Source: an optimization exercise on an open RTL-to-GDS flow (aim: small area, a short achievable clock period and few clock cycles per item). Production flows keep margins and buffers that such runs may drop. Where RTL was checked, it was by simulation tests only, not by an equivalence proof against the original. Power and IR drop assume default switching activity.

// tone_divisor_search
module tone_divisor_search (
    input  wire        clk,
    input  wire        rst,       
    input  wire        start,
    input  wire [31:0] hz,        
    output wire        ready,
    output reg         done,
    output wire [7:0]  div,       
    output wire [15:0] cmp,       
    output wire [33:0] err        
);
Size in the first run: roughly 92 flip-flops, ~95 I/O pins, ~7000 µm² of cells after synthesis.
==> flow/config.mk <==
export PLATFORM = sky130hd
export DESIGN_NAME = tone_divisor_search
export DESIGN_NICKNAME = tone_divisor_search
export VERILOG_FILES = /design/flow/design.v
export SDC_FILE = /design/flow/constraint.sdc
export NUM_CORES = 4
export LEC_CHECK = 0
export CAP_MARGIN = 5
export CORE_MARGIN = 2
export CORE_UTILIZATION = 40
export PLACE_DENSITY = 0.6
export SLEW_MARGIN = 5
export TNS_END_PERCENT = 0
==> flow/constraint.sdc <==
create_clock -name core_clock -period 10.0 [get_ports {clk}]
set_input_delay 2.0000 -clock core_clock [delete_from_list [all_inputs] [get_ports {clk}]]
set_output_delay 2.0000 -clock core_clock [all_outputs]
set_load 0.01 [all_outputs]
standard.sh (not shown) runs the stock make flow with config.mk's settings and CLKGATE_MAP_FILE= SYNTH_SCRIPT=/design/flow/synth_recipe.tcl, a recipe that flattens the netlist after the stock synthesis.
==> flow/flow/run.sh <==
#!/bin/bash
# Standard ORFS layout (the standard.sh), with a larger setup-slack
# target for timing repair and buf_2 cells as the port buffers.
set -euo pipefail
export SETUP_SLACK_MARGIN=6.5
export BUFFER_PORTS_ARGS="-buffer_cell sky130_fd_sc_hd__buf_2"
bash standard.sh > standard.log 2>&1
Testbench counts at the start, summed over its fixed seeds: cycles 19,890, items 1,280.
Then changed:
==> flow/flow/run.sh (replaced) <==
#!/bin/bash
# Standard ORFS layout (the standard.sh), with a larger setup-slack
# target for timing repair and buf_1 cells as the port buffers.
set -euo pipefail
export SETUP_SLACK_MARGIN=6.5
export BUFFER_PORTS_ARGS="-buffer_cell sky130_fd_sc_hd__buf_1"
bash standard.sh > standard.log 2>&1
Settings changed: CAP_MARGIN 5 to 20, SLEW_MARGIN 5 to 20.
Fmax drops by 5.3%.
Wire length decreases by 0.88%.
Count of clock-buffer cells in the layout went up by 1.
Setup slack degrades by 0.19 ns.
Register-to-register slack degrades by 0.16 ns.
Synthesized cell count is unchanged.
Utilization went down by 1.7 points.
Via count increases by 1.0%.
Sequential cell count stays the same.
Non-clock buffer count came out lower by 3.
Hold slack is worse by 0.0039 ns.

* * *

Setup of build 11:
tone_divisor_search, a different RTL version from the one above (not shown whole).
For scale: about 99 flip-flops, ~95 I/O pins, ~0.0072 sq mm of cells after synthesis.
export LEC_CHECK = 0
export CAP_MARGIN = 20
export CORE_MARGIN = 2
export CORE_UTILIZATION = 40
export PLACE_DENSITY = 0.6
export SLEW_MARGIN = 20
create_clock -name core_clock -period 10.0 [get_ports {clk}]
==> flow/flow/run.sh <==
#!/bin/bash
# Standard ORFS layout (the standard.sh), with a larger setup-slack
# target for timing repair and buf_2 cells as the port buffers.
set -euo pipefail
export SETUP_SLACK_MARGIN=7.0
export BUFFER_PORTS_ARGS="-buffer_cell sky130_fd_sc_hd__buf_2"
bash standard.sh > standard.log 2>&1
Build 11 reached the end of the flow, and the finished layout is clean on the timing, design-rule and antenna checks.
Testbench counts of build 11, summed over its fixed seeds: cycles 19,890, items 1,280.
Edits applied to the flow inputs when going from build 11 to build 44:
# build 11
export LEC_CHECK = 0
export CAP_MARGIN = 20
export CORE_MARGIN = 2
export CORE_UTILIZATION = 40
export PLACE_DENSITY = 0.6
export SLEW_MARGIN = 20
create_clock -name core_clock -period 10.0 [get_ports {clk}]
# build 44
export LEC_CHECK = 0
export CAP_MARGIN = 20
export CORE_MARGIN = 2
export CORE_UTILIZATION = 40
export CTS_BUF_LIST = sky130_fd_sc_hd__clkbuf_4 sky130_fd_sc_hd__clkbuf_8
export PLACE_DENSITY = 0.6
export SLEW_MARGIN = 20
create_clock -name core_clock -period 10.0 [get_ports {clk}]
-- flow/flow/run.sh --
<<< build 11, line 4
set -euo pipefail
export SETUP_SLACK_MARGIN=7.0
export BUFFER_PORTS_ARGS="-buffer_cell sky130_fd_sc_hd__buf_2"
>>> build 44, line 4
set -euo pipefail
export SETUP_SLACK_MARGIN=6.0
export BUFFER_PORTS_ARGS="-buffer_cell sky130_fd_sc_hd__buf_2"
## What came out
- Worst stage delay on the critical path in build 44 vs build 11: up 30 ps
- Going from build 11 to build 44, design area shrank by more than 10%.
- Diff build 11 -> build 44 | final standard cell count with taps included and fillers excluded | down by a few percent
- The lower setup fix buffers added after clock tree synthesis of build 11 and build 44 is in build 44.
> inputs changed (build 44 -> build 16)
# build 44
export LEC_CHECK = 0
export CAP_MARGIN = 20
export CORE_MARGIN = 2
export CORE_UTILIZATION = 40
export CTS_BUF_LIST = sky130_fd_sc_hd__clkbuf_4 sky130_fd_sc_hd__clkbuf_8
export PLACE_DENSITY = 0.6
export SLEW_MARGIN = 20
create_clock -name core_clock -period 10.0 [get_ports {clk}]
# build 16
export LEC_CHECK = 0
export CAP_MARGIN = 20
export CORE_MARGIN = 2
export CORE_UTILIZATION = 40
export PLACE_DENSITY = 0.6
export SLEW_MARGIN = 20
create_clock -name core_clock -period 10.0 [get_ports {clk}]
-- flow/flow/run.sh --
<<< build 44, line 4
set -euo pipefail
export SETUP_SLACK_MARGIN=6.0
export BUFFER_PORTS_ARGS="-buffer_cell sky130_fd_sc_hd__buf_2"
>>> build 16, line 4
set -euo pipefail
export SETUP_SLACK_MARGIN=6.5
export BUFFER_PORTS_ARGS="-buffer_cell sky130_fd_sc_hd__buf_2"
Findings:
- For build 44, the cell with the largest stage delay on the worst path was sky130_fd_sc_hd__a211oi_4, unlike build 16, where it was sky130_fd_sc_hd__dfxtp_4.
- Build 44 ended up with fewer cell instances than build 16 did.
- Between build 44 and build 16, the difference in sequential-cell power consumption is negligible.
- Build 16 against build 44: clock group share of total power shows an increase of 4.7 points; achievable frequency rose about 10%; minimum setup slack after placement has remained practically unchanged.
#### Input delta (build 9 over build 16)
-- flow/flow/run.sh --
<<< build 16, line 4
set -euo pipefail
export SETUP_SLACK_MARGIN=6.5
export BUFFER_PORTS_ARGS="-buffer_cell sky130_fd_sc_hd__buf_2"
>>> build 9, line 4
set -euo pipefail
export SETUP_SLACK_MARGIN=6.0
export BUFFER_PORTS_ARGS="-buffer_cell sky130_fd_sc_hd__buf_2"
[summary]
Build 9 went all the way through synthesis, placement and routing and the layout is clean on timing, DRC and antenna.
Share of power burned in combinational logic ends up higher on build 16.
Relative to build 16, cell-internal power has gone down in build 9.
Looking at routed wire length, build 9 sits 4.0% lower than build 16 does.
The final reports for build 9 and build 16 show global-route usage lower in the former.
In build 9, sequential cell fraction of total power is higher than in build 16.
A end point of the critical path of R[0] is what build 9 shows, while R[23] belongs to build 16.
Delta(layout overhead on the synthesized area, build 9 - build 16) < 0
On build 9: tightest hold margin is 3.9 ps higher than what build 16 gave.
Setup slack (build 9 over build 16): decrease, 400 ps

* * *

Setup of run A:
tone_divisor_search, a different RTL version from the one above (not shown whole).
Size: ~810 cells after synthesis, roughly 96 flip-flops, ~95 I/O pins, ~7100 sq um of cells after synthesis.
==> flow/design.v (excerpt) <==
module tone_divisor_search (
    input  wire        clk,
    input  wire        rst,       
    input  wire        start,
    input  wire [31:0] hz,        
    output wire        ready,
    output reg         done,
    output wire [7:0]  div,       
    output wire [15:0] cmp,       
    output wire [33:0] err        
);
    localparam [25:0] N = 26'd42000000;
    localparam [1:0] P_DIV = 2'd0, P_RND = 2'd1, P_NEG = 2'd2, P_SHF = 2'd3;
    reg        busy;
    reg        uq;        
    reg [1:0]  ph;
    reg        bigq;      
    reg [4:0]  cnt;       
    reg        nb;        
    reg [31:0] hzr;
    reg [33:0] R;         
    reg [15:0] X;         
    reg [1:0]  K;         
    assign ready = ~busy;
    assign div   = {K == 2'd3, 1'b0, K == 2'd2, 1'b0, K == 2'd1, 1'b0, K == 2'd0, 1'b0};
    assign cmp   = X;
    assign err   = {R[33:1], 1'b0};
    wire acc = start & ~busy;
    wire t10 = |hz[31:10];
    wire t12 = |hz[31:12];
    wire t13 = |hz[31:13];
    wire t14 = |hz[31:14];
    wire t15 = |hz[31:15];
    wire t18 = |hz[31:18];
  ...
export LEC_CHECK = 0
export CAP_MARGIN = 20
export CORE_MARGIN = 2
export CORE_UTILIZATION = 40
export PLACE_DENSITY = 0.6
export SLEW_MARGIN = 20
create_clock -name core_clock -period 10.0 [get_ports {clk}]
==> flow/flow/run.sh <==
#!/bin/bash
# Standard ORFS layout (the standard.sh), with a larger setup-slack
# target for timing repair and buf_2 cells as the port buffers.
set -euo pipefail
export SETUP_SLACK_MARGIN=6.5
export BUFFER_PORTS_ARGS="-buffer_cell sky130_fd_sc_hd__buf_2"
bash standard.sh > standard.log 2>&1
Relative to run A, the following input files were edited for run B:
- PLACE_DENSITY changed from 0.6 to 0.75
- CORE_UTILIZATION changed from 40 to 60
diff --git a/flow/flow/run.sh b/flow/flow/run.sh
--- a/flow/flow/run.sh
+++ b/flow/flow/run.sh
@@ -5 +5 @@
-export SETUP_SLACK_MARGIN=6.5
+export SETUP_SLACK_MARGIN=6.0
==> notes.md <==
- In run B relative to run A, total power had gone down by a few percent.
- Between run B and run A, the proportion of power drawn by the clock network does not differ in any meaningful way.
- On run B: core utilization of the finished layout is 19 points higher than what run A gave.
- Run B vs. run A: required time at the worst-slack endpoint went down by 0.20 ns.
- Looking at area used by multi-input combinational logic across run B and run A, the one that comes out higher is run A.
- STATUS cell area: run B wins against run A
- Start point of the critical path: hz[26] -> run B, hz[5] -> run A
- Against run A, run B comes in 2.8 points higher on sequential share of layout area.
What run C does differently from run B at the input level:
- CORE_UTILIZATION: 60 -> 40
- PLACE_DENSITY: 0.75 -> 0.6
Findings:
In the reports for run B and run C, the larger utilization belongs to run B. Multi-input combinational area share was higher in run B than in run C. Fraction of the cycle the final worst path needs, run B and run C: smaller value in run C. When run C is set beside run B, its flip-flop and latch share of the layout cell area turns out to be 0.35 points smaller. Re via count of the routed design: run C is 4.2% down on run B.
No functional check of the RTL was part of any run of this note.

* * *

The RTL this note starts from:
==> flow/design.v <==
module tone_divisor_search (
    input  wire        clk,
    input  wire        rst,       
    input  wire        start,
    input  wire [31:0] hz,        
    output wire        ready,
    output reg         done,
    output wire [7:0]  div,       
    output wire [15:0] cmp,       
    output wire [33:0] err        
);
    localparam [25:0] N = 26'd42000000;
    localparam [1:0] P_DIV = 2'd0, P_RND = 2'd1, P_NEG = 2'd2, P_SHF = 2'd3;
    reg        busy;
    reg        uq;        
    reg        cq;        
    reg        tq;        
    reg        nq;        
    reg [1:0]  ph;
    reg        bigq;      
    reg [4:0]  cnt;       
    reg        nb;        
    reg [31:0] hzr;
    reg [26:0] R;         
    reg [15:0] X;         
    reg [1:0]  K;         
    assign ready = ~busy;
    assign div   = {K == 2'd3, 1'b0, K == 2'd2, 1'b0, K == 2'd1, 1'b0, K == 2'd0, 1'b0};
    assign cmp   = X;
    assign err   = {hzr[31:25], R[26:1], 1'b0};
    wire acc = start & ~busy;
    wire t10 = |hz[31:10];
    wire t12 = |hz[31:12];
    wire t13 = |hz[31:13];
    wire t14 = |hz[31:14];
    wire t15 = |hz[31:15];
    wire t18 = |hz[31:18];
    wire s8  = t18;
    wire s11 = t15 & ~t18;
    wire s12 = t14 & ~t15;
    wire s13 = t13 & ~t14;
    wire s14 = t12 & ~t13;
    wire s16 = t10 & ~t12;
    wire s22 = ~t10;
    wire [26:0] r_in = ({27{s8}}  & (N >> 8))  | ({27{s11}} & (N >> 11)) |
                       ({27{s12}} & (N >> 12)) | ({27{s13}} & (N >> 13)) |
                       ({27{s14}} & (N >> 14)) | ({27{s16}} & (N >> 16)) |
                       ({27{s22}} & (N >> 22));
    wire [4:0]  c_in = ({5{s8}}  & 5'd7)  | ({5{s11}} & 5'd10) | ({5{s12}} & 5'd11) |
                       ({5{s13}} & 5'd12) | ({5{s14}} & 5'd13) | ({5{s16}} & 5'd15) |
                       ({5{s22}} & 5'd21);    
    wire        n_in = |({s8, s11, s12, s13, s14, s16, s22} &
                         {N[7], N[10], N[11], N[12], N[13], N[15], N[21]});
    wire ge641 = (hzr >= 32'd641);
    wire ge161 = (hzr >= 32'd161);
    wire ge41  = (hzr >= 32'd41);
    wire [1:0] k   = {~ge161, (~ge641 & ge161) | ~ge41};
    wire       lo25 = (hzr[31:25] == 7'd0);
    wire        tiny   = (hzr[31:4] == 28'd0) && (hzr[3:0] <= 4'd10);
    wire [3:0]  t_hi   = 4'd10 - hzr[3:0];
    wire [9:0]  t_lo   = 10'd890 + {6'd0, hzr[3:0]};
    wire [26:0] r_tiny = {t_hi, 6'd0, t_lo, 7'd0};
    wire        dv    = busy & (ph == P_DIV);
    wire        rn    = busy & (ph == P_RND);
    wire        ng    = busy & (ph == P_NEG);
    wire        sh    = busy & (ph == P_SHF);
    wire        x0    = (X == 16'd0);
    wire        bstop = dv & (cnt == 5'd1) & x0 & ~cy;    
    wire [25:0] A     = uq ? {1'b0, R[24:0]} : {R[24:0], nb};
    wire [26:0] S2    = {1'b0, A[24:0], 1'b1} + {1'b0, ~hzr[24:0], cq};
    wire [24:0] S     = S2[25:1];
    wire        c25   = S2[26];
    wire        cy    = (c25 | A[25]) & lo25 & ~tiny;   
    wire        take  = nq | (tq & cy);
    wire        tdv   = dv & tiny;
    wire [24:0] r_lo  = take ? (S ^ {25{nq}}) : acc ? r_in[24:0] :
                        tdv ? r_tiny[24:0] : A[24:0];
    wire [1:0]  r_hi  = (sh | (rn & ~cy)) ? R[25:24] :
                        tdv ? r_tiny[26:25] :
                        busy ? 2'd0 : acc ? r_in[26:25] : R[26:25];
    wire [15:0] x_inc = X + 16'd1;
    wire        x_up  = (rn & cy) | (ng & bigq);
    wire last = (cnt == {2'd0, k, 1'b0});
    wire [1:0] ph_nx = {busy & (ph[1] | ph[0] | bstop),
                        busy & ((dv & last) | (rn & ~cy) | ng | sh)};
    wire fin = tdv | (rn & ~cy & (k == 2'd0)) | (ng & (k == 2'd0) & ~bigq) |
               (sh & (cnt == 5'd0));
    wire busy_nx = ~rst & (busy ? ~fin : acc);
    wire done_nx = ~rst & busy & fin;
    wire bigq_nx = busy & (bigq | bstop);
    always @(posedge clk) begin
        busy <= busy_nx;
        done <= done_nx;
        uq   <= ~busy_nx | (ph_nx == P_NEG);
        cq   <= busy_nx & ((ph_nx == P_DIV) | ((ph_nx == P_NEG) & ~bigq_nx));
        tq   <= busy_nx & ((ph_nx == P_DIV) | (ph_nx == P_RND));
        nq   <= busy_nx & (ph_nx == P_NEG);
    end
    always @(posedge clk) begin
        ph <= ph_nx;
        if (!busy) begin
            cnt  <= c_in;
            nb   <= n_in;
        end else begin
            if (dv)
                K <= k;
            nb <= dv & ~last & N[cnt - 5'd1];
            if (bstop)
                cnt <= 5'd1;
            else if (dv || sh)
                cnt <= cnt - 5'd1;
        end
        bigq <= bigq_nx;
        R <= {r_hi, r_lo};
        if (acc)
            hzr <= hz;
        else if (ng && bigq && c25)      
            hzr[31:25] <= hzr[31:25] - 7'd1;
        if (acc)
            X <= 16'd0;
        else if (tdv)
            X <= 16'hFFFF;
        else if (dv)
            X <= {X[14:0], cy | (cnt == 5'd1 && x0)};
        else if (x_up)
            X <= x_inc;
    end
endmodule
clock: 10.0 ns
lec_check: 0
cap_margin: 20
core_margin: 2
core_utilization: 40
cts_cluster_diameter: 200
cts_cluster_size: 50
place_density: 0.6
slew_margin: 20
tns_end_percent: 0
==> flow/flow/run.sh <==
#!/bin/bash
# Standard ORFS layout (the standard.sh), with a larger setup-slack
# target for timing repair and buf_2 cells as the port buffers.
set -euo pipefail
export SETUP_SLACK_MARGIN=6.5
export BUFFER_PORTS_ARGS="-buffer_cell sky130_fd_sc_hd__buf_2"
bash standard.sh > standard.log 2>&1
Testbench counts at the start, summed over its fixed seeds: cycles 19,890, items 1,280.
Edit:
--- a/flow/flow/run.sh
+++ b/flow/flow/run.sh
@@ -4,3 +4,3 @@
 set -euo pipefail
-export SETUP_SLACK_MARGIN=6.5
+export SETUP_SLACK_MARGIN=6.6
 export BUFFER_PORTS_ARGS="-buffer_cell sky130_fd_sc_hd__buf_2"
Settings changed: CTS_CLUSTER_DIAMETER 200 to unset, CTS_CLUSTER_SIZE 50 to unset.
Outcome: Synthesized cell count is unchanged; register-to-register slack gains 40 ps; die area does not change; utilization went up by 2.2 points; clock skew went up by 4.8 ps; first-iteration DRC count went up by 30%; wire length went up by 5.0%; maximum frequency went up by 1.1%.
Edit:
--- a/flow/flow/run.sh
+++ b/flow/flow/run.sh
@@ -4,3 +4,3 @@
 set -euo pipefail
-export SETUP_SLACK_MARGIN=6.6
+export SETUP_SLACK_MARGIN=6.5
 export BUFFER_PORTS_ARGS="-buffer_cell sky130_fd_sc_hd__buf_2"
Settings changed: PLACE_DENSITY 0.6 to 0.7.
After rerunning: The changed run produced a clean layout; sequential share of layout area grows by 1.2 points; via count shrinks by 0.86%; core utilization shrinks by 2.1 points; design area shrinks by 4.2%; combinational power shrinks by 7.5%; clock power is about the same; count of clock-buffer cells in the layout shrinks by 1; synthesized area does not change; sequential cell count does not change; wire length shrinks by 5.2%; total power shrinks by 3.0%.
Edit:
Settings changed: GPL_ROUTABILITY_DRIVEN set to 0, PLACE_DENSITY 0.7 to 0.6.
Synthesized cell count is unchanged. Total power drops by 1.5%. Synthesized area is unchanged. Core utilization is about the same.

-- afterwards: timing with drivers on the ports --
How much do the figures lean on ideal ports? The routed layouts below were timed once more, with nothing changed but the port constraints.
Step 1 sets driving cells, clkbuf_16 on the clock port and buf_2 on the other inputs (assumed; they add their load-dependent delay and slew).
Step 2 times the ports against the registers' clock, not the clock port: input delays grow and output delays shrink by t, the midpoint of the rising clock arrivals with the driver on.
Slacks: ideal / step 1 / step 2; pairs: ideal / step 1.
run	t, ns	setup WS [ns]	clock arrival spread, ns
the first run of note 1	0.392	6.582 / 6.582 / 6.239	0.016 / 0.016
the second run of note 1	0.405	6.391 / 6.417 / 6.011	0.008 / 0.007
build 11	0.399	6.649 / 6.649 / 6.421	0.012 / 0.011
build 44	0.425	6.227 / 6.227 / 5.937	0.021 / 0.021
build 16	0.401	6.559 / 6.559 / 6.211	0.013 / 0.013
build 9	0.405	6.157 / 6.157 / 5.915	0.010 / 0.010
run A	0.400	6.330 / 6.338 / 5.939	0.009 / 0.009
run B	0.398	6.027 / 6.049 / 5.651	0.009 / 0.010
run C	0.396	6.081 / 6.101 / 5.705	0.014 / 0.014
the first run of note 4	0.395	6.493 / 6.493 / 6.165	0.007 / 0.006
the second run of note 4	0.397	6.530 / 6.530 / 6.236	0.012 / 0.011
the third run of note 4	0.390	6.489 / 6.472 / 6.204	0.013 / 0.012
the fourth run of note 4	0.390	6.457 / 6.457 / 6.124	0.013 / 0.013
After both steps every run listed still meets setup and hold. The setup slack of run A, which loses most, moves by +0.008 ns with the drivers and by -0.391 ns with both steps.
